This is an optimization exercise on Yosys and OpenROAD, whose aim is small area, a short achievable clock period and few clock cycles per item, not a production implementation.
Function was checked by simulation only, so behaviour that the tests miss may differ from the original.
Power is estimated from default activity; no workload was simulated.

==> design/flow/design.v <==
module vs23_quantizer (
    input  wire        clk,
    input  wire        rst,         
    input  wire        in_valid,
    output wire        in_ready,
    input  wire [23:0] in_rgb,      
    output wire        out_valid,
    input  wire        out_ready,
    output wire [7:0]  out_code,
    output wire        out_hit      
);
    reg [23:0] q;
    reg        v1, v2, rdy;
    wire       acc = in_valid & rdy;
    wire [7:0] r = q[23:16];
    wire [7:0] g = q[15:8];
    wire [7:0] b = q[7:0];
    reg [3:0] sector;
    always @(*) begin
        if      (r >= b && b > g) sector = 4'd1;
        else if (r >= g && g > b) sector = 4'd2;
        else if (b >= r && r > g) sector = 4'd3;
        else if (b >= g && g > r) sector = 4'd4;
        else if (g >= r && r > b) sector = 4'd5;
        else if (g >= b && b > r) sector = 4'd6;
        else if (r > g)           sector = 4'd7;
        else if (g > r)           sector = 4'd8;
        else if (b > r)           sector = 4'd9;
        else                      sector = 4'd0;
    end
    wire [15:0] lyA, lyB;
    vs23_luma_csa u_csa (.r(r), .g(g), .b(b), .a(lyA), .b2(lyB));
    wire [216:0] l;
    wire [255:0] mn;
    wire        hit, hit_d;
    wire [7:0]  pcode;
    vs23_lines u_lines (.q(q), .l(l));
    vs23_match u_match (.l(l), .mn(mn));
    vs23_enc   u_enc   (.mn(mn), .hit(hit), .hit_d(hit_d), .pcode(pcode));
    reg        s_hit, s_hit_d;
    reg [7:0]  s_pcode;
    reg [3:0]  s_sector;
    reg [15:0] s_lyA, s_lyB;
    wire [15:0] ysum = s_lyA + s_lyB;
    wire [8:0]  res  = {s_hit, s_hit_d ? s_pcode : {s_sector, ysum[15:12]}};
    reg [8:0] e0;
    reg [8:0] e1;
    reg [8:0] e2;
    reg [8:0] e3;
    reg [3:0] f;    
    wire pop  = f[0] & out_ready;
    wire push = v2;
    wire [3:0] f_next = (pop & ~push) ? {1'b0, f[3:1]} :
                         (push & ~pop) ? {f[2:0], 1'b1} : f;
    wire [2:0] n_base = {2'b0, f[0]} + {2'b0, f[1]} + {2'b0, f[2]} + {2'b0, f[3]} + {2'b0, v2} + {2'b0, v1};
    wire rdy_nopop_noacc = n_base < 3'd4;
    wire rdy_nopop_acc   = n_base < 3'd3;
    wire rdy_pop_noacc   = n_base < 3'd5;
    wire rdy_pop_acc     = n_base < 3'd4;
    wire rdy_next = pop ? (acc ? rdy_pop_acc : rdy_pop_noacc)
                        : (acc ? rdy_nopop_acc : rdy_nopop_noacc);
    always @(posedge clk) begin
        q        <= in_rgb;
        s_hit    <= hit;
        s_hit_d  <= hit_d;
        s_pcode  <= pcode;
        s_sector <= sector;
        s_lyA    <= lyA;
        s_lyB    <= lyB;
        e0 <= pop ? (f[1] ? e1 : res) : (f[0] ? e0 : res);
        e1 <= pop ? (f[2] ? e2 : res) : (f[1] ? e1 : res);
        e2 <= pop ? (f[3] ? e3 : res) : (f[2] ? e2 : res);
        e3 <= pop ? (1'b0 ? res : res) : (f[3] ? e3 : res);
        if (rst) begin
            v1  <= 1'b0;
            v2  <= 1'b0;
            rdy <= 1'b1;
            f   <= 4'd0;
        end else begin
            v1  <= acc;
            v2  <= v1;
            rdy <= rdy_next;
            f   <= f_next;
        end
    end
    assign in_ready  = rdy;
    assign out_valid = f[0];
    assign out_code  = e0[7:0];
    assign out_hit   = e0[8];
endmodule
module vs23_luma_csa (
    input  wire [7:0]  r,
    input  wire [7:0]  g,
    input  wire [7:0]  b,
    output wire [15:0] a,
    output wire [15:0] b2
);
    wire t1;
    wire t2;
    assign t1 = r[0] ^ r[3];
    assign t2 = r[0] & r[3];
    wire t3;
    wire t4;
    vs23_fa u_fa4 (.a(r[1]), .b(r[4]), .c(r[5]), .s(t3), .co(t4));
    wire t5;
    wire t6;
    vs23_fa u_fa6 (.a(g[0]), .b(g[3]), .c(g[5]), .s(t5), .co(t6));
    wire t7;
    wire t8;
    vs23_fa u_fa8 (.a(r[2]), .b(r[5]), .c(r[6]), .s(t7), .co(t8));
    wire t9;
    wire t10;
    assign t9 = g[1] ^ g[4];
    assign t10 = g[1] & g[4];
    wire t11;
    wire t12;
    vs23_fa u_fa12 (.a(r[3]), .b(r[6]), .c(r[7]), .s(t11), .co(t12));
    wire t13;
    wire t14;
    assign t13 = r[0] ^ r[1];
    assign t14 = r[0] & r[1];
    wire t15;
    wire t16;
    vs23_fa u_fa16 (.a(r[1]), .b(r[2]), .c(g[0]), .s(t15), .co(t16));
    wire t17;
    wire t18;
    vs23_fa u_fa18 (.a(g[2]), .b(g[3]), .c(b[0]), .s(t17), .co(t18));
    wire t19;
    wire t20;
    vs23_fa u_fa20 (.a(r[2]), .b(r[3]), .c(g[1]), .s(t19), .co(t20));
    wire t21;
    wire t22;
    vs23_fa u_fa22 (.a(g[3]), .b(g[4]), .c(b[1]), .s(t21), .co(t22));
    wire t23;
    wire t24;
    assign t23 = b[2] ^ b[3];
    assign t24 = b[2] & b[3];
    wire t25;
    wire t26;
    vs23_fa u_fa26 (.a(r[4]), .b(g[2]), .c(g[4]), .s(t25), .co(t26));
    wire t27;
    wire t28;
    vs23_fa u_fa28 (.a(g[5]), .b(b[2]), .c(b[3]), .s(t27), .co(t28));
    wire t29;
    wire t30;
    vs23_fa u_fa30 (.a(b[4]), .b(b[6]), .c(t1), .s(t29), .co(t30));
    wire t31;
    wire t32;
    vs23_fa u_fa32 (.a(g[6]), .b(b[3]), .c(b[4]), .s(t31), .co(t32));
    wire t33;
    wire t34;
    assign t33 = ~(b[5] ^ b[7]);
    assign t34 = b[5] | b[7];
    wire t35;
    wire t36;
    vs23_fa u_fa36 (.a(t3), .b(t5), .c(t2), .s(t35), .co(t36));
    wire t37;
    wire t38;
    vs23_fa u_fa38 (.a(g[6]), .b(g[7]), .c(b[4]), .s(t37), .co(t38));
    wire t39;
    wire t40;
    vs23_fa u_fa40 (.a(b[5]), .b(b[6]), .c(t7), .s(t39), .co(t40));
    wire t41;
    wire t42;
    vs23_fa u_fa42 (.a(t9), .b(t4), .c(t6), .s(t41), .co(t42));
    wire t43;
    wire t44;
    vs23_fa u_fa44 (.a(g[2]), .b(g[5]), .c(g[7]), .s(t43), .co(t44));
    wire t45;
    wire t46;
    vs23_fa u_fa46 (.a(b[5]), .b(b[6]), .c(b[7]), .s(t45), .co(t46));
    wire t47;
    wire t48;
    vs23_fa u_fa48 (.a(t11), .b(t8), .c(t10), .s(t47), .co(t48));
    wire t49;
    wire t50;
    vs23_fa u_fa50 (.a(r[4]), .b(r[7]), .c(g[3]), .s(t49), .co(t50));
    wire t51;
    wire t52;
    vs23_fa u_fa52 (.a(g[6]), .b(b[6]), .c(b[7]), .s(t51), .co(t52));
    wire t53;
    wire t54;
    assign t53 = r[0] ^ g[0];
    assign t54 = r[0] & g[0];
    wire t55;
    wire t56;
    vs23_fa u_fa56 (.a(g[1]), .b(g[2]), .c(b[0]), .s(t55), .co(t56));
    wire t57;
    wire t58;
    assign t57 = b[1] ^ b[3];
    assign t58 = b[1] & b[3];
    wire t59;
    wire t60;
    vs23_fa u_fa60 (.a(b[1]), .b(b[2]), .c(b[4]), .s(t59), .co(t60));
    wire t61;
    wire t62;
    vs23_fa u_fa62 (.a(t15), .b(t17), .c(t14), .s(t61), .co(t62));
    wire t63;
    wire t64;
    vs23_fa u_fa64 (.a(b[5]), .b(t19), .c(t21), .s(t63), .co(t64));
    wire t65;
    wire t66;
    vs23_fa u_fa66 (.a(t23), .b(t16), .c(t18), .s(t65), .co(t66));
    wire t67;
    wire t68;
    vs23_fa u_fa68 (.a(t25), .b(t27), .c(t29), .s(t67), .co(t68));
    wire t69;
    wire t70;
    vs23_fa u_fa70 (.a(t20), .b(t22), .c(t24), .s(t69), .co(t70));
    wire t71;
    wire t72;
    vs23_fa u_fa72 (.a(t31), .b(t33), .c(t35), .s(t71), .co(t72));
    wire t73;
    wire t74;
    vs23_fa u_fa74 (.a(t26), .b(t28), .c(t30), .s(t73), .co(t74));
    wire t75;
    wire t76;
    vs23_fa u_fa76 (.a(t37), .b(t39), .c(t41), .s(t75), .co(t76));
    wire t77;
    wire t78;
    vs23_fa u_fa78 (.a(t32), .b(t34), .c(t36), .s(t77), .co(t78));
    wire t79;
    wire t80;
    vs23_fa u_fa80 (.a(t43), .b(t45), .c(t47), .s(t79), .co(t80));
    wire t81;
    wire t82;
    vs23_fa u_fa82 (.a(t38), .b(t40), .c(t42), .s(t81), .co(t82));
    wire t83;
    wire t84;
    vs23_fa u_fa84 (.a(t12), .b(t49), .c(t51), .s(t83), .co(t84));
    wire t85;
    wire t86;
    vs23_fa u_fa86 (.a(t44), .b(t46), .c(t48), .s(t85), .co(t86));
    wire t87;
    wire t88;
    vs23_fa u_fa88 (.a(r[5]), .b(g[4]), .c(g[7]), .s(t87), .co(t88));
    wire t89;
    wire t90;
    vs23_fa u_fa90 (.a(b[7]), .b(t50), .c(t52), .s(t89), .co(t90));
    wire t91;
    wire t92;
    assign t91 = g[1] ^ b[0];
    assign t92 = g[1] & b[0];
    wire t93;
    wire t94;
    vs23_fa u_fa94 (.a(t13), .b(t55), .c(t57), .s(t93), .co(t94));
    wire t95;
    wire t96;
    vs23_fa u_fa96 (.a(t59), .b(t61), .c(t56), .s(t95), .co(t96));
    wire t97;
    wire t98;
    vs23_fa u_fa98 (.a(t63), .b(t65), .c(t60), .s(t97), .co(t98));
    wire t99;
    wire t100;
    vs23_fa u_fa100 (.a(t67), .b(t69), .c(t64), .s(t99), .co(t100));
    wire t101;
    wire t102;
    vs23_fa u_fa102 (.a(t71), .b(t73), .c(t68), .s(t101), .co(t102));
    wire t103;
    wire t104;
    vs23_fa u_fa104 (.a(t75), .b(t77), .c(t72), .s(t103), .co(t104));
    wire t105;
    wire t106;
    vs23_fa u_fa106 (.a(t79), .b(t81), .c(t76), .s(t105), .co(t106));
    wire t107;
    wire t108;
    vs23_fa u_fa108 (.a(t83), .b(t85), .c(t80), .s(t107), .co(t108));
    wire t109;
    wire t110;
    vs23_fa u_fa110 (.a(t87), .b(t89), .c(t84), .s(t109), .co(t110));
    wire t111;
    wire t112;
    vs23_fa u_fa112 (.a(r[6]), .b(g[5]), .c(t88), .s(t111), .co(t112));
    wire t113;
    wire t114;
    assign t113 = b[2] ^ t53;
    assign t114 = b[2] & t53;
    wire t115;
    wire t116;
    vs23_fa u_fa116 (.a(t54), .b(t93), .c(t92), .s(t115), .co(t116));
    wire t117;
    wire t118;
    vs23_fa u_fa118 (.a(t58), .b(t95), .c(t94), .s(t117), .co(t118));
    wire t119;
    wire t120;
    vs23_fa u_fa120 (.a(t62), .b(t97), .c(t96), .s(t119), .co(t120));
    wire t121;
    wire t122;
    vs23_fa u_fa122 (.a(t66), .b(t99), .c(t98), .s(t121), .co(t122));
    wire t123;
    wire t124;
    vs23_fa u_fa124 (.a(t70), .b(t101), .c(t100), .s(t123), .co(t124));
    wire t125;
    wire t126;
    vs23_fa u_fa126 (.a(t74), .b(t103), .c(t102), .s(t125), .co(t126));
    wire t127;
    wire t128;
    vs23_fa u_fa128 (.a(t78), .b(t105), .c(t104), .s(t127), .co(t128));
    wire t129;
    wire t130;
    vs23_fa u_fa130 (.a(t82), .b(t107), .c(t106), .s(t129), .co(t130));
    wire t131;
    wire t132;
    vs23_fa u_fa132 (.a(t86), .b(t109), .c(t108), .s(t131), .co(t132));
    wire t133;
    wire t134;
    vs23_fa u_fa134 (.a(t90), .b(t111), .c(t110), .s(t133), .co(t134));
    wire t135;
    wire t136;
    vs23_fa u_fa136 (.a(r[7]), .b(g[6]), .c(t112), .s(t135), .co(t136));
    assign a  = {1'b0, g[7], t135, t133, t131, t129, t127, t125, t123, t121, t119, t117, t115, t91, g[0], 1'b0};
    assign b2 = {1'b0, t136, t134, t132, t130, t128, t126, t124, t122, t120, t118, t116, t114, t113, b[1], 1'b0};
endmodule
module vs23_fa (input wire a, input wire b, input wire c, output wire s, output wire co);
    assign s  = a ^ b ^ c;
    assign co = (a & b) | (a & c) | (b & c);
endmodule
module vs23_lines (input wire [23:0] q, output wire [216:0] l);
    wire [5:0] x0 = {q[23], q[11], q[10], q[8], q[2], q[1]};
    wire [7:0] h0 = 8'd1 << x0[5:3];
    wire [7:0] w0 = 8'd1 << x0[2:0];
    wire [5:0] x1 = {q[22], q[20], q[14], q[13], q[6], q[5]};
    wire [7:0] h1 = 8'd1 << x1[5:3];
    wire [7:0] w1 = 8'd1 << x1[2:0];
    wire [5:0] x2 = {q[21], q[19], q[15], q[12], q[7], q[3]};
    wire [7:0] h2 = 8'd1 << x2[5:3];
    wire [7:0] w2 = 8'd1 << x2[2:0];
    wire [5:0] x3 = {q[18], q[17], q[16], q[9], q[4], q[0]};
    wire [7:0] h3 = 8'd1 << x3[5:3];
    wire [7:0] w3 = 8'd1 << x3[2:0];
    assign l[0] = h0[0] & w0[0];    
    assign l[1] = h0[0] & w0[1];    
    assign l[2] = h0[0] & w0[2];    
    assign l[3] = h0[0] & w0[3];    
    assign l[4] = h0[0] & w0[4];    
    assign l[5] = h0[0] & w0[5];    
    assign l[6] = h0[0] & w0[6];    
    assign l[7] = h0[1] & w0[0];    
    assign l[8] = h0[1] & w0[1];    
    assign l[9] = h0[1] & w0[2];    
    assign l[10] = h0[1] & w0[3];    
    assign l[11] = h0[1] & w0[4];    
    assign l[12] = h0[1] & w0[5];    
    assign l[13] = h0[1] & w0[6];    
    assign l[14] = h0[1] & w0[7];    
    assign l[15] = h0[2] & w0[1];    
    assign l[16] = h0[2] & w0[2];    
    assign l[17] = h0[2] & w0[3];    
    assign l[18] = h0[2] & w0[4];    
    assign l[19] = h0[2] & w0[5];    
    assign l[20] = h0[2] & w0[6];    
    assign l[21] = h0[2] & w0[7];    
    assign l[22] = h0[3] & w0[0];    
    assign l[23] = h0[3] & w0[2];    
    assign l[24] = h0[3] & w0[3];    
    assign l[25] = h0[3] & w0[4];    
    assign l[26] = h0[3] & w0[5];    
    assign l[27] = h0[3] & w0[6];    
    assign l[28] = h0[3] & w0[7];    
    assign l[29] = h0[4] & w0[0];    
    assign l[30] = h0[4] & w0[4];    
    assign l[31] = h0[4] & w0[5];    
    assign l[32] = h0[4] & w0[6];    
    assign l[33] = h0[4] & w0[7];    
    assign l[34] = h0[5] & w0[0];    
    assign l[35] = h0[5] & w0[1];    
    assign l[36] = h0[5] & w0[2];    
    assign l[37] = h0[5] & w0[3];    
    assign l[38] = h0[5] & w0[4];    
    assign l[39] = h0[5] & w0[5];    
    assign l[40] = h0[5] & w0[6];    
    assign l[41] = h0[5] & w0[7];    
    assign l[42] = h0[6] & w0[0];    
    assign l[43] = h0[6] & w0[1];    
    assign l[44] = h0[6] & w0[2];    
    assign l[45] = h0[6] & w0[3];    
    assign l[46] = h0[6] & w0[4];    
    assign l[47] = h0[6] & w0[5];    
    assign l[48] = h0[6] & w0[6];    
    assign l[49] = h0[6] & w0[7];    
    assign l[50] = h0[7] & w0[0];    
    assign l[51] = h0[7] & w0[1];    
    assign l[52] = h0[7] & w0[2];    
    assign l[53] = h0[7] & w0[3];    
    assign l[54] = h0[7] & w0[4];    
    assign l[55] = h0[7] & w0[5];    
    assign l[56] = h0[7] & w0[6];    
    assign l[57] = h0[7] & w0[7];    
    assign l[58] = h1[0] & w1[0];    
    assign l[59] = h1[0] & w1[1];    
    assign l[60] = h1[0] & w1[2];    
    assign l[61] = h1[0] & w1[3];    
    assign l[62] = h1[0] & w1[4];    
    assign l[63] = h1[0] & w1[5];    
    assign l[64] = h1[0] & w1[6];    
    assign l[65] = h1[0] & w1[7];    
    assign l[66] = h1[1] & w1[2];    
    assign l[67] = h1[1] & w1[3];    
    assign l[68] = h1[1] & w1[4];    
    assign l[69] = h1[1] & w1[5];    
    assign l[70] = h1[1] & w1[6];    
    assign l[71] = h1[1] & w1[7];    
    assign l[72] = h1[2] & w1[0];    
    assign l[73] = h1[2] & w1[1];    
    assign l[74] = h1[2] & w1[2];    
    assign l[75] = h1[2] & w1[3];    
    assign l[76] = h1[2] & w1[4];    
    assign l[77] = h1[2] & w1[5];    
    assign l[78] = h1[2] & w1[6];    
    assign l[79] = h1[2] & w1[7];    
    assign l[80] = h1[3] & w1[1];    
    assign l[81] = h1[3] & w1[4];    
    assign l[82] = h1[3] & w1[5];    
    assign l[83] = h1[3] & w1[6];    
    assign l[84] = h1[3] & w1[7];    
    assign l[85] = h1[4] & w1[0];    
    assign l[86] = h1[4] & w1[1];    
    assign l[87] = h1[4] & w1[2];    
    assign l[88] = h1[4] & w1[3];    
    assign l[89] = h1[4] & w1[4];    
    assign l[90] = h1[4] & w1[5];    
    assign l[91] = h1[4] & w1[6];    
    assign l[92] = h1[4] & w1[7];    
    assign l[93] = h1[5] & w1[0];    
    assign l[94] = h1[5] & w1[2];    
    assign l[95] = h1[5] & w1[3];    
    assign l[96] = h1[5] & w1[4];    
    assign l[97] = h1[5] & w1[5];    
    assign l[98] = h1[5] & w1[6];    
    assign l[99] = h1[5] & w1[7];    
    assign l[100] = h1[6] & w1[0];    
    assign l[101] = h1[6] & w1[2];    
    assign l[102] = h1[6] & w1[5];    
    assign l[103] = h1[7] & w1[0];    
    assign l[104] = h1[7] & w1[1];    
    assign l[105] = h1[7] & w1[2];    
    assign l[106] = h1[7] & w1[3];    
    assign l[107] = h1[7] & w1[7];    
    assign l[108] = h2[0] & w2[0];    
    assign l[109] = h2[0] & w2[1];    
    assign l[110] = h2[0] & w2[2];    
    assign l[111] = h2[0] & w2[3];    
    assign l[112] = h2[0] & w2[4];    
    assign l[113] = h2[0] & w2[5];    
    assign l[114] = h2[0] & w2[6];    
    assign l[115] = h2[0] & w2[7];    
    assign l[116] = h2[1] & w2[0];    
    assign l[117] = h2[1] & w2[1];    
    assign l[118] = h2[1] & w2[2];    
    assign l[119] = h2[1] & w2[3];    
    assign l[120] = h2[1] & w2[4];    
    assign l[121] = h2[1] & w2[5];    
    assign l[122] = h2[1] & w2[6];    
    assign l[123] = h2[1] & w2[7];    
    assign l[124] = h2[2] & w2[2];    
    assign l[125] = h2[2] & w2[4];    
    assign l[126] = h2[2] & w2[5];    
    assign l[127] = h2[3] & w2[1];    
    assign l[128] = h2[3] & w2[2];    
    assign l[129] = h2[3] & w2[3];    
    assign l[130] = h2[3] & w2[4];    
    assign l[131] = h2[3] & w2[5];    
    assign l[132] = h2[3] & w2[6];    
    assign l[133] = h2[3] & w2[7];    
    assign l[134] = h2[4] & w2[0];    
    assign l[135] = h2[4] & w2[2];    
    assign l[136] = h2[4] & w2[3];    
    assign l[137] = h2[4] & w2[4];    
    assign l[138] = h2[4] & w2[5];    
    assign l[139] = h2[4] & w2[6];    
    assign l[140] = h2[4] & w2[7];    
    assign l[141] = h2[5] & w2[0];    
    assign l[142] = h2[5] & w2[1];    
    assign l[143] = h2[5] & w2[2];    
    assign l[144] = h2[5] & w2[5];    
    assign l[145] = h2[5] & w2[6];    
    assign l[146] = h2[5] & w2[7];    
    assign l[147] = h2[6] & w2[0];    
    assign l[148] = h2[6] & w2[1];    
    assign l[149] = h2[6] & w2[2];    
    assign l[150] = h2[6] & w2[3];    
    assign l[151] = h2[6] & w2[4];    
    assign l[152] = h2[6] & w2[5];    
    assign l[153] = h2[6] & w2[6];    
    assign l[154] = h2[6] & w2[7];    
    assign l[155] = h2[7] & w2[1];    
    assign l[156] = h2[7] & w2[2];    
    assign l[157] = h2[7] & w2[3];    
    assign l[158] = h2[7] & w2[4];    
    assign l[159] = h2[7] & w2[5];    
    assign l[160] = h2[7] & w2[6];    
    assign l[161] = h2[7] & w2[7];    
    assign l[162] = h3[0] & w3[0];    
    assign l[163] = h3[0] & w3[1];    
    assign l[164] = h3[0] & w3[2];    
    assign l[165] = h3[0] & w3[3];    
    assign l[166] = h3[0] & w3[4];    
    assign l[167] = h3[0] & w3[5];    
    assign l[168] = h3[1] & w3[0];    
    assign l[169] = h3[1] & w3[1];    
    assign l[170] = h3[1] & w3[2];    
    assign l[171] = h3[1] & w3[3];    
    assign l[172] = h3[1] & w3[4];    
    assign l[173] = h3[1] & w3[5];    
    assign l[174] = h3[1] & w3[6];    
    assign l[175] = h3[1] & w3[7];    
    assign l[176] = h3[2] & w3[0];    
    assign l[177] = h3[2] & w3[1];    
    assign l[178] = h3[2] & w3[2];    
    assign l[179] = h3[2] & w3[3];    
    assign l[180] = h3[2] & w3[4];    
    assign l[181] = h3[2] & w3[5];    
    assign l[182] = h3[2] & w3[6];    
    assign l[183] = h3[2] & w3[7];    
    assign l[184] = h3[3] & w3[1];    
    assign l[185] = h3[3] & w3[3];    
    assign l[186] = h3[3] & w3[4];    
    assign l[187] = h3[3] & w3[5];    
    assign l[188] = h3[3] & w3[7];    
    assign l[189] = h3[4] & w3[0];    
    assign l[190] = h3[4] & w3[1];    
    assign l[191] = h3[4] & w3[2];    
    assign l[192] = h3[4] & w3[3];    
    assign l[193] = h3[4] & w3[4];    
    assign l[194] = h3[4] & w3[6];    
    assign l[195] = h3[4] & w3[7];    
    assign l[196] = h3[5] & w3[0];    
    assign l[197] = h3[5] & w3[1];    
    assign l[198] = h3[5] & w3[3];    
    assign l[199] = h3[5] & w3[4];    
    assign l[200] = h3[5] & w3[5];    
    assign l[201] = h3[5] & w3[6];    
    assign l[202] = h3[5] & w3[7];    
    assign l[203] = h3[6] & w3[1];    
    assign l[204] = h3[6] & w3[2];    
    assign l[205] = h3[6] & w3[3];    
    assign l[206] = h3[6] & w3[4];    
    assign l[207] = h3[6] & w3[5];    
    assign l[208] = h3[6] & w3[6];    
    assign l[209] = h3[6] & w3[7];    
    assign l[210] = h3[7] & w3[0];    
    assign l[211] = h3[7] & w3[2];    
    assign l[212] = h3[7] & w3[3];    
    assign l[213] = h3[7] & w3[4];    
    assign l[214] = h3[7] & w3[5];    
    assign l[215] = h3[7] & w3[6];    
    assign l[216] = h3[7] & w3[7];    
endmodule
module vs23_match (input wire [216:0] l, output wire [255:0] mn);
    assign mn[0] = ~(l[0] & l[58] & l[108] & l[162]);    
    assign mn[1] = ~(l[2] & l[63] & l[116] & l[165]);    
    assign mn[2] = ~(l[19] & l[68] & l[116] & l[170]);    
    assign mn[3] = ~(l[18] & l[69] & l[121] & l[175]);    
    assign mn[4] = ~(l[14] & l[60] & l[113] & l[215]);    
    assign mn[5] = ~(l[17] & l[61] & l[114] & l[213]);    
    assign mn[6] = ~(l[3] & l[63] & l[129] & l[163]);    
    assign mn[7] = ~(l[8] & l[66] & l[126] & l[195]);    
    assign mn[8] = ~(l[16] & l[66] & l[127] & l[196]);    
    assign mn[9] = ~(l[13] & l[60] & l[124] & l[208]);    
    assign mn[10] = ~(l[4] & l[72] & l[112] & l[171]);    
    assign mn[11] = ~(l[24] & l[81] & l[112] & l[174]);    
    assign mn[12] = ~(l[28] & l[81] & l[112] & l[174]);    
    assign mn[13] = ~(l[28] & l[82] & l[112] & l[172]);    
    assign mn[14] = ~(l[28] & l[84] & l[112] & l[172]);    
    assign mn[15] = ~(l[26] & l[84] & l[113] & l[173]);    
    assign mn[16] = ~(l[1] & l[73] & l[116] & l[171]);    
    assign mn[17] = ~(l[0] & l[73] & l[117] & l[170]);    
    assign mn[18] = ~(l[2] & l[73] & l[117] & l[171]);    
    assign mn[19] = ~(l[8] & l[75] & l[109] & l[177]);    
    assign mn[20] = ~(l[12] & l[73] & l[108] & l[179]);    
    assign mn[21] = ~(l[12] & l[75] & l[108] & l[179]);    
    assign mn[22] = ~(l[10] & l[72] & l[111] & l[183]);    
    assign mn[23] = ~(l[10] & l[73] & l[111] & l[181]);    
    assign mn[24] = ~(l[14] & l[73] & l[111] & l[181]);    
    assign mn[25] = ~(l[14] & l[75] & l[111] & l[181]);    
    assign mn[26] = ~(l[12] & l[75] & l[110] & l[182]);    
    assign mn[27] = ~(l[16] & l[82] & l[110] & l[179]);    
    assign mn[28] = ~(l[27] & l[75] & l[123] & l[197]);    
    assign mn[29] = ~(l[8] & l[74] & l[111] & l[208]);    
    assign mn[30] = ~(l[11] & l[84] & l[121] & l[206]);    
    assign mn[31] = ~(l[9] & l[76] & l[127] & l[182]);    
    assign mn[32] = ~(l[1] & l[82] & l[132] & l[187]);    
    assign mn[33] = ~(l[0] & l[82] & l[133] & l[186]);    
    assign mn[34] = ~(l[4] & l[82] & l[133] & l[186]);    
    assign mn[35] = ~(l[5] & l[82] & l[133] & l[187]);    
    assign mn[36] = ~(l[10] & l[83] & l[132] & l[185]);    
    assign mn[37] = ~(l[14] & l[81] & l[130] & l[185]);    
    assign mn[38] = ~(l[14] & l[82] & l[130] & l[184]);    
    assign mn[39] = ~(l[14] & l[84] & l[130] & l[184]);    
    assign mn[40] = ~(l[1] & l[63] & l[134] & l[180]);    
    assign mn[41] = ~(l[11] & l[66] & l[137] & l[213]);    
    assign mn[42] = ~(l[28] & l[68] & l[145] & l[214]);    
    assign mn[43] = ~(l[26] & l[68] & l[146] & l[213]);    
    assign mn[44] = ~(l[27] & l[68] & l[146] & l[213]);    
    assign mn[45] = ~(l[28] & l[68] & l[146] & l[214]);    
    assign mn[46] = ~(l[3] & l[60] & l[147] & l[165]);    
    assign mn[47] = ~(l[0] & l[60] & l[148] & l[164]);    
    assign mn[48] = ~(l[0] & l[61] & l[148] & l[162]);    
    assign mn[49] = ~(l[0] & l[61] & l[148] & l[164]);    
    assign mn[50] = ~(l[21] & l[65] & l[154] & l[174]);    
    assign mn[51] = ~(l[21] & l[65] & l[154] & l[175]);    
    assign mn[52] = ~(l[25] & l[62] & l[151] & l[168]);    
    assign mn[53] = ~(l[23] & l[63] & l[152] & l[172]);    
    assign mn[54] = ~(l[23] & l[65] & l[153] & l[174]);    
    assign mn[55] = ~(l[24] & l[65] & l[153] & l[175]);    
    assign mn[56] = ~(l[25] & l[65] & l[154] & l[174]);    
    assign mn[57] = ~(l[26] & l[65] & l[154] & l[175]);    
    assign mn[58] = ~(l[18] & l[64] & l[160] & l[183]);    
    assign mn[59] = ~(l[3] & l[77] & l[138] & l[162]);    
    assign mn[60] = ~(l[5] & l[77] & l[137] & l[188]);    
    assign mn[61] = ~(l[9] & l[79] & l[138] & l[207]);    
    assign mn[62] = ~(l[10] & l[79] & l[138] & l[207]);    
    assign mn[63] = ~(l[7] & l[79] & l[137] & l[208]);    
    assign mn[64] = ~(l[9] & l[79] & l[137] & l[209]);    
    assign mn[65] = ~(l[13] & l[79] & l[137] & l[209]);    
    assign mn[66] = ~(l[12] & l[79] & l[138] & l[208]);    
    assign mn[67] = ~(l[15] & l[79] & l[138] & l[205]);    
    assign mn[68] = ~(l[19] & l[78] & l[137] & l[203]);    
    assign mn[69] = ~(l[19] & l[74] & l[146] & l[205]);    
    assign mn[70] = ~(l[21] & l[80] & l[161] & l[184]);    
    assign mn[71] = ~(l[11] & l[78] & l[155] & l[191]);    
    assign mn[72] = ~(l[7] & l[78] & l[155] & l[194]);    
    assign mn[73] = ~(l[7] & l[76] & l[157] & l[194]);    
    assign mn[74] = ~(l[7] & l[77] & l[157] & l[193]);    
    assign mn[75] = ~(l[7] & l[79] & l[157] & l[193]);    
    assign mn[76] = ~(l[11] & l[77] & l[156] & l[194]);    
    assign mn[77] = ~(l[12] & l[77] & l[156] & l[194]);    
    assign mn[78] = ~(l[15] & l[77] & l[156] & l[192]);    
    assign mn[79] = ~(l[17] & l[72] & l[148] & l[208]);    
    assign mn[80] = ~(l[16] & l[73] & l[150] & l[206]);    
    assign mn[81] = ~(l[0] & l[76] & l[154] & l[203]);    
    assign mn[82] = ~(l[9] & l[94] & l[108] & l[169]);    
    assign mn[83] = ~(l[11] & l[95] & l[108] & l[171]);    
    assign mn[84] = ~(l[11] & l[93] & l[110] & l[169]);    
    assign mn[85] = ~(l[12] & l[93] & l[110] & l[168]);    
    assign mn[86] = ~(l[13] & l[93] & l[110] & l[168]);    
    assign mn[87] = ~(l[9] & l[93] & l[110] & l[172]);    
    assign mn[88] = ~(l[7] & l[93] & l[111] & l[173]);    
    assign mn[89] = ~(l[11] & l[93] & l[111] & l[173]);    
    assign mn[90] = ~(l[5] & l[96] & l[119] & l[176]);    
    assign mn[91] = ~(l[1] & l[96] & l[119] & l[181]);    
    assign mn[92] = ~(l[6] & l[96] & l[119] & l[180]);    
    assign mn[93] = ~(l[4] & l[96] & l[118] & l[183]);    
    assign mn[94] = ~(l[9] & l[97] & l[119] & l[179]);    
    assign mn[95] = ~(l[10] & l[97] & l[119] & l[178]);    
    assign mn[96] = ~(l[10] & l[97] & l[119] & l[179]);    
    assign mn[97] = ~(l[7] & l[98] & l[118] & l[176]);    
    assign mn[98] = ~(l[9] & l[94] & l[108] & l[189]);    
    assign mn[99] = ~(l[18] & l[89] & l[117] & l[190]);    
    assign mn[100] = ~(l[23] & l[88] & l[121] & l[200]);    
    assign mn[101] = ~(l[19] & l[92] & l[115] & l[208]);    
    assign mn[102] = ~(l[19] & l[88] & l[117] & l[205]);    
    assign mn[103] = ~(l[6] & l[85] & l[120] & l[204]);    
    assign mn[104] = ~(l[27] & l[95] & l[120] & l[213]);    
    assign mn[105] = ~(l[17] & l[91] & l[133] & l[163]);    
    assign mn[106] = ~(l[5] & l[99] & l[130] & l[198]);    
    assign mn[107] = ~(l[20] & l[103] & l[121] & l[181]);    
    assign mn[108] = ~(l[20] & l[105] & l[122] & l[183]);    
    assign mn[109] = ~(l[23] & l[105] & l[122] & l[179]);    
    assign mn[110] = ~(l[27] & l[103] & l[123] & l[179]);    
    assign mn[111] = ~(l[22] & l[105] & l[123] & l[181]);    
    assign mn[112] = ~(l[25] & l[103] & l[121] & l[181]);    
    assign mn[113] = ~(l[26] & l[103] & l[121] & l[180]);    
    assign mn[114] = ~(l[26] & l[103] & l[121] & l[182]);    
    assign mn[115] = ~(l[18] & l[104] & l[118] & l[187]);    
    assign mn[116] = ~(l[13] & l[105] & l[112] & l[198]);    
    assign mn[117] = ~(l[8] & l[101] & l[126] & l[171]);    
    assign mn[118] = ~(l[9] & l[101] & l[132] & l[182]);    
    assign mn[119] = ~(l[28] & l[107] & l[129] & l[180]);    
    assign mn[120] = ~(l[7] & l[97] & l[138] & l[178]);    
    assign mn[121] = ~(l[11] & l[97] & l[138] & l[179]);    
    assign mn[122] = ~(l[8] & l[97] & l[138] & l[182]);    
    assign mn[123] = ~(l[12] & l[97] & l[138] & l[183]);    
    assign mn[124] = ~(l[11] & l[98] & l[137] & l[180]);    
    assign mn[125] = ~(l[11] & l[96] & l[139] & l[180]);    
    assign mn[126] = ~(l[12] & l[96] & l[139] & l[181]);    
    assign mn[127] = ~(l[16] & l[96] & l[139] & l[176]);    
    assign mn[128] = ~(l[10] & l[99] & l[134] & l[206]);    
    assign mn[129] = ~(l[10] & l[91] & l[150] & l[177]);    
    assign mn[130] = ~(l[27] & l[85] & l[161] & l[176]);    
    assign mn[131] = ~(l[0] & l[98] & l[160] & l[190]);    
    assign mn[132] = ~(l[2] & l[97] & l[160] & l[215]);    
    assign mn[133] = ~(l[6] & l[102] & l[141] & l[198]);    
    assign mn[134] = ~(l[14] & l[107] & l[137] & l[216]);    
    assign mn[135] = ~(l[17] & l[104] & l[152] & l[165]);    
    assign mn[136] = ~(l[22] & l[101] & l[155] & l[182]);    
    assign mn[137] = ~(l[14] & l[100] & l[148] & l[216]);    
    assign mn[138] = ~(l[9] & l[105] & l[149] & l[211]);    
    assign mn[139] = ~(l[29] & l[67] & l[108] & l[164]);    
    assign mn[140] = ~(l[54] & l[71] & l[115] & l[193]);    
    assign mn[141] = ~(l[44] & l[69] & l[123] & l[203]);    
    assign mn[142] = ~(l[44] & l[71] & l[123] & l[203]);    
    assign mn[143] = ~(l[42] & l[71] & l[122] & l[204]);    
    assign mn[144] = ~(l[46] & l[69] & l[120] & l[204]);    
    assign mn[145] = ~(l[46] & l[71] & l[120] & l[204]);    
    assign mn[146] = ~(l[48] & l[71] & l[120] & l[205]);    
    assign mn[147] = ~(l[47] & l[71] & l[121] & l[204]);    
    assign mn[148] = ~(l[43] & l[71] & l[121] & l[209]);    
    assign mn[149] = ~(l[30] & l[71] & l[114] & l[212]);    
    assign mn[150] = ~(l[42] & l[58] & l[129] & l[162]);    
    assign mn[151] = ~(l[31] & l[69] & l[126] & l[196]);    
    assign mn[152] = ~(l[44] & l[67] & l[131] & l[208]);    
    assign mn[153] = ~(l[36] & l[61] & l[127] & l[214]);    
    assign mn[154] = ~(l[32] & l[80] & l[113] & l[187]);    
    assign mn[155] = ~(l[57] & l[80] & l[128] & l[166]);    
    assign mn[156] = ~(l[46] & l[72] & l[133] & l[171]);    
    assign mn[157] = ~(l[42] & l[72] & l[124] & l[196]);    
    assign mn[158] = ~(l[31] & l[82] & l[130] & l[202]);    
    assign mn[159] = ~(l[37] & l[83] & l[131] & l[198]);    
    assign mn[160] = ~(l[39] & l[81] & l[133] & l[197]);    
    assign mn[161] = ~(l[35] & l[81] & l[133] & l[200]);    
    assign mn[162] = ~(l[39] & l[81] & l[133] & l[200]);    
    assign mn[163] = ~(l[43] & l[83] & l[130] & l[198]);    
    assign mn[164] = ~(l[43] & l[84] & l[130] & l[197]);    
    assign mn[165] = ~(l[44] & l[84] & l[130] & l[196]);    
    assign mn[166] = ~(l[57] & l[77] & l[133] & l[210]);    
    assign mn[167] = ~(l[37] & l[68] & l[136] & l[167]);    
    assign mn[168] = ~(l[42] & l[61] & l[142] & l[172]);    
    assign mn[169] = ~(l[46] & l[61] & l[142] & l[172]);    
    assign mn[170] = ~(l[50] & l[61] & l[142] & l[168]);    
    assign mn[171] = ~(l[51] & l[61] & l[142] & l[169]);    
    assign mn[172] = ~(l[53] & l[61] & l[142] & l[168]);    
    assign mn[173] = ~(l[57] & l[61] & l[142] & l[168]);    
    assign mn[174] = ~(l[54] & l[61] & l[141] & l[171]);    
    assign mn[175] = ~(l[51] & l[61] & l[141] & l[174]);    
    assign mn[176] = ~(l[56] & l[67] & l[143] & l[171]);    
    assign mn[177] = ~(l[37] & l[69] & l[146] & l[170]);    
    assign mn[178] = ~(l[44] & l[65] & l[135] & l[211]);    
    assign mn[179] = ~(l[45] & l[65] & l[135] & l[211]);    
    assign mn[180] = ~(l[42] & l[65] & l[136] & l[211]);    
    assign mn[181] = ~(l[42] & l[65] & l[136] & l[212]);    
    assign mn[182] = ~(l[43] & l[65] & l[136] & l[211]);    
    assign mn[183] = ~(l[47] & l[65] & l[136] & l[212]);    
    assign mn[184] = ~(l[43] & l[64] & l[135] & l[214]);    
    assign mn[185] = ~(l[48] & l[64] & l[135] & l[213]);    
    assign mn[186] = ~(l[47] & l[64] & l[151] & l[166]);    
    assign mn[187] = ~(l[33] & l[70] & l[147] & l[168]);    
    assign mn[188] = ~(l[36] & l[69] & l[149] & l[177]);    
    assign mn[189] = ~(l[43] & l[63] & l[157] & l[180]);    
    assign mn[190] = ~(l[37] & l[66] & l[157] & l[179]);    
    assign mn[191] = ~(l[37] & l[71] & l[153] & l[186]);    
    assign mn[192] = ~(l[42] & l[59] & l[155] & l[200]);    
    assign mn[193] = ~(l[57] & l[70] & l[148] & l[205]);    
    assign mn[194] = ~(l[44] & l[77] & l[137] & l[176]);    
    assign mn[195] = ~(l[47] & l[83] & l[134] & l[179]);    
    assign mn[196] = ~(l[51] & l[75] & l[145] & l[180]);    
    assign mn[197] = ~(l[35] & l[76] & l[134] & l[214]);    
    assign mn[198] = ~(l[57] & l[77] & l[160] & l[171]);    
    assign mn[199] = ~(l[47] & l[77] & l[161] & l[188]);    
    assign mn[200] = ~(l[31] & l[74] & l[148] & l[189]);    
    assign mn[201] = ~(l[40] & l[72] & l[152] & l[192]);    
    assign mn[202] = ~(l[45] & l[72] & l[155] & l[202]);    
    assign mn[203] = ~(l[41] & l[85] & l[114] & l[170]);    
    assign mn[204] = ~(l[52] & l[96] & l[118] & l[169]);    
    assign mn[205] = ~(l[49] & l[92] & l[108] & l[193]);    
    assign mn[206] = ~(l[53] & l[92] & l[108] & l[189]);    
    assign mn[207] = ~(l[53] & l[90] & l[110] & l[189]);    
    assign mn[208] = ~(l[53] & l[90] & l[110] & l[191]);    
    assign mn[209] = ~(l[50] & l[90] & l[111] & l[191]);    
    assign mn[210] = ~(l[50] & l[90] & l[111] & l[192]);    
    assign mn[211] = ~(l[56] & l[92] & l[110] & l[190]);    
    assign mn[212] = ~(l[54] & l[92] & l[111] & l[189]);    
    assign mn[213] = ~(l[57] & l[91] & l[120] & l[201]);    
    assign mn[214] = ~(l[50] & l[94] & l[109] & l[209]);    
    assign mn[215] = ~(l[51] & l[86] & l[126] & l[177]);    
    assign mn[216] = ~(l[51] & l[87] & l[130] & l[177]);    
    assign mn[217] = ~(l[37] & l[93] & l[125] & l[187]);    
    assign mn[218] = ~(l[31] & l[93] & l[127] & l[186]);    
    assign mn[219] = ~(l[52] & l[94] & l[129] & l[189]);    
    assign mn[220] = ~(l[43] & l[98] & l[130] & l[208]);    
    assign mn[221] = ~(l[41] & l[93] & l[126] & l[211]);    
    assign mn[222] = ~(l[49] & l[104] & l[123] & l[164]);    
    assign mn[223] = ~(l[49] & l[104] & l[123] & l[165]);    
    assign mn[224] = ~(l[45] & l[103] & l[122] & l[167]);    
    assign mn[225] = ~(l[49] & l[105] & l[121] & l[167]);    
    assign mn[226] = ~(l[53] & l[105] & l[121] & l[163]);    
    assign mn[227] = ~(l[53] & l[105] & l[121] & l[165]);    
    assign mn[228] = ~(l[51] & l[106] & l[120] & l[162]);    
    assign mn[229] = ~(l[55] & l[106] & l[120] & l[163]);    
    assign mn[230] = ~(l[41] & l[104] & l[116] & l[191]);    
    assign mn[231] = ~(l[52] & l[101] & l[127] & l[162]);    
    assign mn[232] = ~(l[38] & l[100] & l[126] & l[199]);    
    assign mn[233] = ~(l[56] & l[105] & l[133] & l[198]);    
    assign mn[234] = ~(l[54] & l[94] & l[140] & l[172]);    
    assign mn[235] = ~(l[50] & l[88] & l[140] & l[186]);    
    assign mn[236] = ~(l[56] & l[95] & l[139] & l[194]);    
    assign mn[237] = ~(l[31] & l[99] & l[143] & l[190]);    
    assign mn[238] = ~(l[46] & l[88] & l[134] & l[197]);    
    assign mn[239] = ~(l[34] & l[99] & l[144] & l[202]);    
    assign mn[240] = ~(l[54] & l[88] & l[158] & l[170]);    
    assign mn[241] = ~(l[50] & l[86] & l[159] & l[174]);    
    assign mn[242] = ~(l[51] & l[86] & l[159] & l[174]);    
    assign mn[243] = ~(l[53] & l[86] & l[159] & l[175]);    
    assign mn[244] = ~(l[50] & l[87] & l[158] & l[172]);    
    assign mn[245] = ~(l[51] & l[87] & l[158] & l[172]);    
    assign mn[246] = ~(l[53] & l[87] & l[158] & l[173]);    
    assign mn[247] = ~(l[51] & l[87] & l[159] & l[172]);    
    assign mn[248] = ~(l[44] & l[93] & l[158] & l[182]);    
    assign mn[249] = ~(l[53] & l[99] & l[157] & l[206]);    
    assign mn[250] = ~(l[48] & l[86] & l[149] & l[212]);    
    assign mn[251] = ~(l[38] & l[106] & l[135] & l[202]);    
    assign mn[252] = ~(l[53] & l[102] & l[152] & l[178]);    
    assign mn[253] = ~(l[44] & l[102] & l[156] & l[208]);    
    assign mn[254] = ~(l[53] & l[106] & l[147] & l[215]);    
    assign mn[255] = ~(l[57] & l[107] & l[161] & l[216]);    
endmodule
module vs23_enc (input wire [255:0] mn, output wire hit, output wire hit_d, output wire [7:0] pcode);
    wire hit_s = ~&(mn | ~256'h8200020008000080200000009041004900140004000000001040010000000401);
    assign hit_d = ~&(mn | ~256'h7dfffdfff7ffff7fdfffffff6fbeffb6ffebfffbffffffffefbffefffffffbfe);
    assign hit = hit_d | hit_s;
    assign pcode[0] = ~&(mn | ~256'h34a31169173f525c8d140ade008817a63d0812eb1f6a55076885fcb5304ab354);
    assign pcode[1] = &(mn | ~256'h0054a801b35f0f479ce5d1cd25244c9499e39ef9a072a30922ab04416e430a20);
    assign pcode[2] = ~&(mn | ~256'h192344f9859b3475d0184e622d0c1c2496e031d0a10cd439698e82059acb817c);
    assign pcode[3] = &(mn | ~256'h5018fd689512b87e8637252105048b90070be4b2544e93d94c208637f59293c8);
    assign pcode[4] = &(mn | ~256'h09d9bc261098f03d5c79670a6f30c6825ea3d938aa7e1f66051388c86f62810c);
    assign pcode[5] = &(mn | ~256'h00b0208c0241fb045aa3044f03960032fde8d93a52a64eeaee15c07e00453b6a);
    assign pcode[6] = ~&(mn | ~256'h25e4e18e7431017100c943336824712254c922909f0ed98e0b8fd0487255ba0a);
    assign pcode[7] = &(mn | ~256'h5110b01fb03c3c0a9142f902602ae404f6c19e191122fa1401942c55cec38950);
endmodule
==> design/flow/run.sh <==
#!/bin/bash
# synth_recipe.tcl (not shown) runs the flow's synth.tcl, then flattens the netlist and writes it again
# the make line also repeats each setting of config.mk as NAME=value (left out here)
make -C /OpenROAD-flow-scripts/flow DESIGN_CONFIG=/design/flow/config.mk WORK_HOME=/design/flow/orfs CLKGATE_MAP_FILE= SYNTH_SCRIPT=/design/flow/synth_recipe.tcl finish
==> design/flow/config.mk <==
export PLATFORM = sky130hd
export DESIGN_NAME = vs23_quantizer
export DESIGN_NICKNAME = vs23_quantizer
export VERILOG_FILES = /design/flow/design.v
export SDC_FILE = /design/flow/constraint.sdc
export NUM_CORES = 4
export LEC_CHECK = 0
export CAP_MARGIN = 20
export CORE_MARGIN = 2
export CORE_UTILIZATION = 30
export SLEW_MARGIN = 20
export SYNTH_HIERARCHICAL = 1
export SYNTH_MEMORY_MAX_BITS = 16384
export SYNTH_MINIMUM_KEEP_SIZE = 0
==> design/flow/constraint.sdc <==
create_clock -name core_clock -period 10.0 [get_ports {clk}]
set_input_delay 2.0000 -clock core_clock [delete_from_list [all_inputs] [get_ports {clk}]]
set_output_delay 2.0000 -clock core_clock [all_outputs]
set_load 0.01 [all_outputs]
==> notes.md <==
flip-flops by register name (all words and copies together) (netlist names):
register / count
s_hit_d: 1
f: 4
s_lyB: 16
s_hit: 1
e2: 9
e0: 9
s_sector: 4
v1: 1
rdy: 1
v2: 1
s_pcode: 8
s_lyA: 16
e1: 9
q: 24
e3: 9
Yosys stat by module, one instance, submodules excluded:
module | flops+latches | cells | copies in the design
vs23_enc | 0 | 264 | 1
vs23_match | 0 | 292 | 1
vs23_luma_csa | 0 | 46 | 1
vs23_fa | 0 | 1 | 59
vs23_lines | 0 | 333 | 1
vs23_quantizer | 113 | 498 | 1
through the flow:
| step | power [mW] | util | hold WS [ns] | area, um^2 | cells |
|---|---|---|---|---|---|
| after floorplan | 1.287 | - | 0.4198 | 11300 | 1495 |
| after global placement | 1.404 | 0.3271 | 0.4350 | 12230 | 1992 |
| after detailed placement | 1.450 | 0.3273 | 0.4546 | 12240 | 1992 |
| after CTS | 2.120 | 0.3431 | 0.4718 | 12830 | 2024 |
| after global routing | 2.235 | 0.3434 | 0.5039 | 12840 | 2025 |
| final | 2.137 | 0.3438 | 0.4746 | 12860 | 2031 |
worst max-delay path by stage:
stage | slack [ns] | endpoint | cells after the start
global route | 5.48 | e0[8] | 5
global placement | 5.35 | e0[8] | 5
CTS | 5.69 | e0[8] | 5
detailed placement | 5.21 | e0[8] | 5
floorplan | 6.75 | s_lyA[7] | 6
finish | 5.62 | e0[8] | 5
power by group through the flow:
stage,clock network (mW),logic (mW),registers [mW]
global route,0.686,0.911,0.638
global placement,0,0.768,0.636
detailed placement,0,0.811,0.639
floorplan,0,0.662,0.625
finish,0.658,0.846,0.632
CTS,0.670,0.820,0.631
layout make-up:
type / count / area, um^2
antenna: 7 / 17.52
clock buffer: 17 / 425.4
clock inverter: 15 / 167.7
fill: 3986 / 24540
inverter: 33 / 123.9
multi-input combinational: 1228 / 8233
sequential: 113 / 2352
tap: 511 / 639.4
timing repair buffer: 107 / 898.4
cells in the mapped netlist, types with 5 or more instances:
| cell type | count |
|---|---|
| edfxtp_1 | 9 |
| or4b_1 | 12 |
| a21o_1 | 8 |
| nor3_1 | 33 |
| and2_1 | 5 |
| or4_1 | 10 |
| nand4_1 | 355 |
| nor4_1 | 45 |
| buf_2 | 27 |
| buf_4 | 41 |
| dfxtp_1 | 104 |
| o211ai_1 | 13 |
| nand4b_1 | 17 |
| nor2_1 | 245 |
| a31oi_1 | 6 |
| o21a_1 | 6 |
| ha_1 | 50 |
| fa_1 | 62 |
| a21oi_1 | 45 |
| nand3_1 | 49 |
| a211oi_1 | 10 |
| clkbuf_1 | 49 |
| mux2_2 | 6 |
| nand4bb_1 | 21 |
| nand2b_1 | 20 |
| nand2_1 | 104 |
| mux2i_1 | 11 |
| o22ai_1 | 8 |
| inv_1 | 33 |
| nor2b_1 | 7 |
| or2_2 | 5 |
| o21ai_0 | 33 |
cells by family after synthesis:
| logic type | count (synthesis) | share of synthesized area |
|---|---|---|
| AND/OR/NAND/NOR | 943 | 0.4562 |
| flip-flops | 113 | 0.2084 |
| multiplexers | 17 | 0.01574 |
| adder cells (fa/ha/maj) | 112 | 0.1654 |
| XOR/XNOR | 1 | 0.0007760 |
| other | 1 | 0.0003322 |
| AO/OA/AOI/OAI | 151 | 0.08402 |
| buffers and inverters | 154 | 0.06917 |
worst max-delay path, delay by kind of cell:
kind                   cells  cell delay, ns
buffers and inverters      2            1.22
muxes                      1            0.40
and+or+nand+nor            2            0.95
layer usage:
layer	global-route usage	part of all wire	up-vias
met3	0.2141	0.13	443
met4	0.3200	0.089	6
met5	0.01277	0.0010	-
met1	0.5816	0.39	7413
met2	0.6466	0.39	1413
li1	-	-	5722
==> notes.md <==
The final routed wire length divided by cell count works out to 45.38 um. The fraction of layout instances using a drive strength above 1 came out at 0.08857. The run gives 122.9 mm as the global-route wire length before repair.

The critical path starts at out_ready. For this block, the routed nets add up to 92.16 mm of wire. The signal on the critical path passes through clkdlybuf4s50_1, nand2_1, inv_1, nand2_1, mux2_2.

The run gives 5.324 nW as the leakage power summed over all cells. The tools report the number of sinks on the clock net as 113. Counting the buffers created by CTS gives 17.

After clock tree synthesis, the clock-pin slew on the worst setup and hold paths is 0.07 ns. The worst setup path is launched from an input pin. In the layout the commonest cells are nand4_1, nor2_1, nand2_1, dfxtp_1, buf_4.

The effective utilization at floorplan was 0.3018. For the detailed-route DRC error count, the log shows 0. The worst setup path is captured at a flip-flop.

The final worst clock skew was 0.02096 ns; the synthesized area per cell was 7.566 um^2. The worst hold path was traced through 2 stages. The synthesized design contains 113 register bits. The library cell used most frequently in the layout, excluding fill and tap cells, is nand4_1. The largest area contributor in the netlist was nand4_1. Cell area after technology mapping: 11290 um^2.

The sequential fraction of the synthesis area was 0.2084; the die extent in x was 198.0 um. The max-capacitance violation count is 0, and the post-placement worst setup slack is 5.212 ns. The tools report the startpoint of the worst register-to-register path as q[14]. For the residual antenna-violating net count after detailed routing, the log shows 0.

The logs give 37400 um^2 for the area of the core and 72.04 mm for the HPWL after detailed placement. Data on the critical path is required at its endpoint by 10.20 ns. Setup slack on the worst reg-to-reg path comes out at 5.79 ns. In the synthesized netlist the dominant register cell turns out to be dfxtp_1. The path class of the lowest-slack min-delay path is flip-flop to flip-flop. The logs give 0.396 for the combinational share of power and 7 for the Yosys warning count.

The run gives 0.296 as the portion of total power attributed to sequential cells. Clock root buffer: clkbuf_16. Via density per instance: 7.384.

The number of instances in the synthesized netlist is 1492. Summed over all nets, the switching power comes to 0.8792 mW. Setup slack closes at 5.616 ns. The relative contribution of the clock network to total power was 0.308.

The detailed router finished its first iteration with 2563 violations. The number of different library cells used by synthesis comes to 56. Setup violations remaining at the end of the flow were counted as 0.

The run gives 0 as the final hold violation count. The port buffer count is 38, and the cell area power density is 166.2 nW/um^2. At the pin with the least slew margin, the transition time is 1.249 ns.

Sorting the synthesized cells by area gives the leading types as nand4_1, dfxtp_1, fa_1. Summed over all layers, the global routing overflow is 0. The critical path's most frequent cell is nand2_1. The fraction of power spent switching nets came out at 0.4115. From synthesis to final layout, the design area changed by 13.90%. The worst register-to-register path ends at s_hit. CTS built an H-tree with a depth of 4. The clock passes through at most 2 buffers. Adding up every negative setup slack in the final design gives 0 ns. The number of nets in the layout is 1640, and the internal power is 1.257 mW. Setup repair after global routing left no endpoint under its margin. The number of global-route vias before repair came out at 14280. In this run the worst path has a maximum fanout of 24. The die area came out at 39200 um^2. Measured in cells, the most critical reg-to-reg path has a length of 8. The minimum clock period after layout is 4.384 ns. The category of the most critical setup path is input pin to flip-flop.

The share of synthesized flip-flops with an asynchronous set or reset is 0. The share of the cycle needed by the critical path after routing was 0.4384. The number of enable-type register cells in the synthesized netlist is 9, and the top-level I/O count is 39. The vertical die dimension was 198.0 um. The run finished with no timing, DRC or antenna violations. The routed layout has 15000 vias. For this run, the detailed router's first-pass iteration total came to 8. The clock reaches the later pin of the worst-skew pair after 0.47 ns. The origin of the worst min-delay path is e3[3]. The worst-case headroom to the max-slew limit is 0.1643, and the maximum vdd drop is 0.1101 mV.

On the worst path, the slowest cell contributes a delay of 0.74 ns. Entering global routing, the biggest net connects 30 pins. Hold repair after CTS inserted 0 buffers. The signal arrival time at the worst endpoint came out at 4.59 ns. TritonCTS built the clock tree. The run gives 228.1 MHz as the highest clock frequency the design can meet.

At the end of routability-driven placement, the weighted congestion stood at 1.200. Number of gates resized after CTS: 0. For hold timing, the worst endpoint is e3[3]. The number of antenna violations at the first check in global routing was 5. The total setup buffers inserted after CTS came out at 0. The number of max-slew violations in the final report came out at 0. The area share of the leading cell type in the synthesized netlist is 0.1967. The tools report the global routing usage summed across all routing layers as 0.4706.

The number of placement rows came out at 71. Among all stages on the critical path, the largest delay is contributed by inv_1.
Testbench counts, summed over its fixed seeds: cycles 4,824, items 4,800.

## port drivers added, routing unchanged
Ports are ideal in the flow. The routed layout listed here was re-timed in OpenROAD.
Step 1, drivers: a clkbuf_16 drives clk and a buf_2 each remaining input, both assumed.
Step 2 also shifts input and output timing later by t, the mid clock arrival at the registers, as if the neighbouring blocks saw the same clock.
Slacks: no drivers / after step 1 / after step 2; pairs: no drivers / after step 1.
t (ns): 0.520
setup slack, ns: 5.616 / 5.620 / 5.101
hold WS [ns]: 0.475 / 0.475 / 0.475
worst data-port slew with drivers (ns): 0.06
After both steps this run still meets setup and hold. The setup slack of this run moves by +0.004 ns with the drivers and by -0.515 ns with both steps.
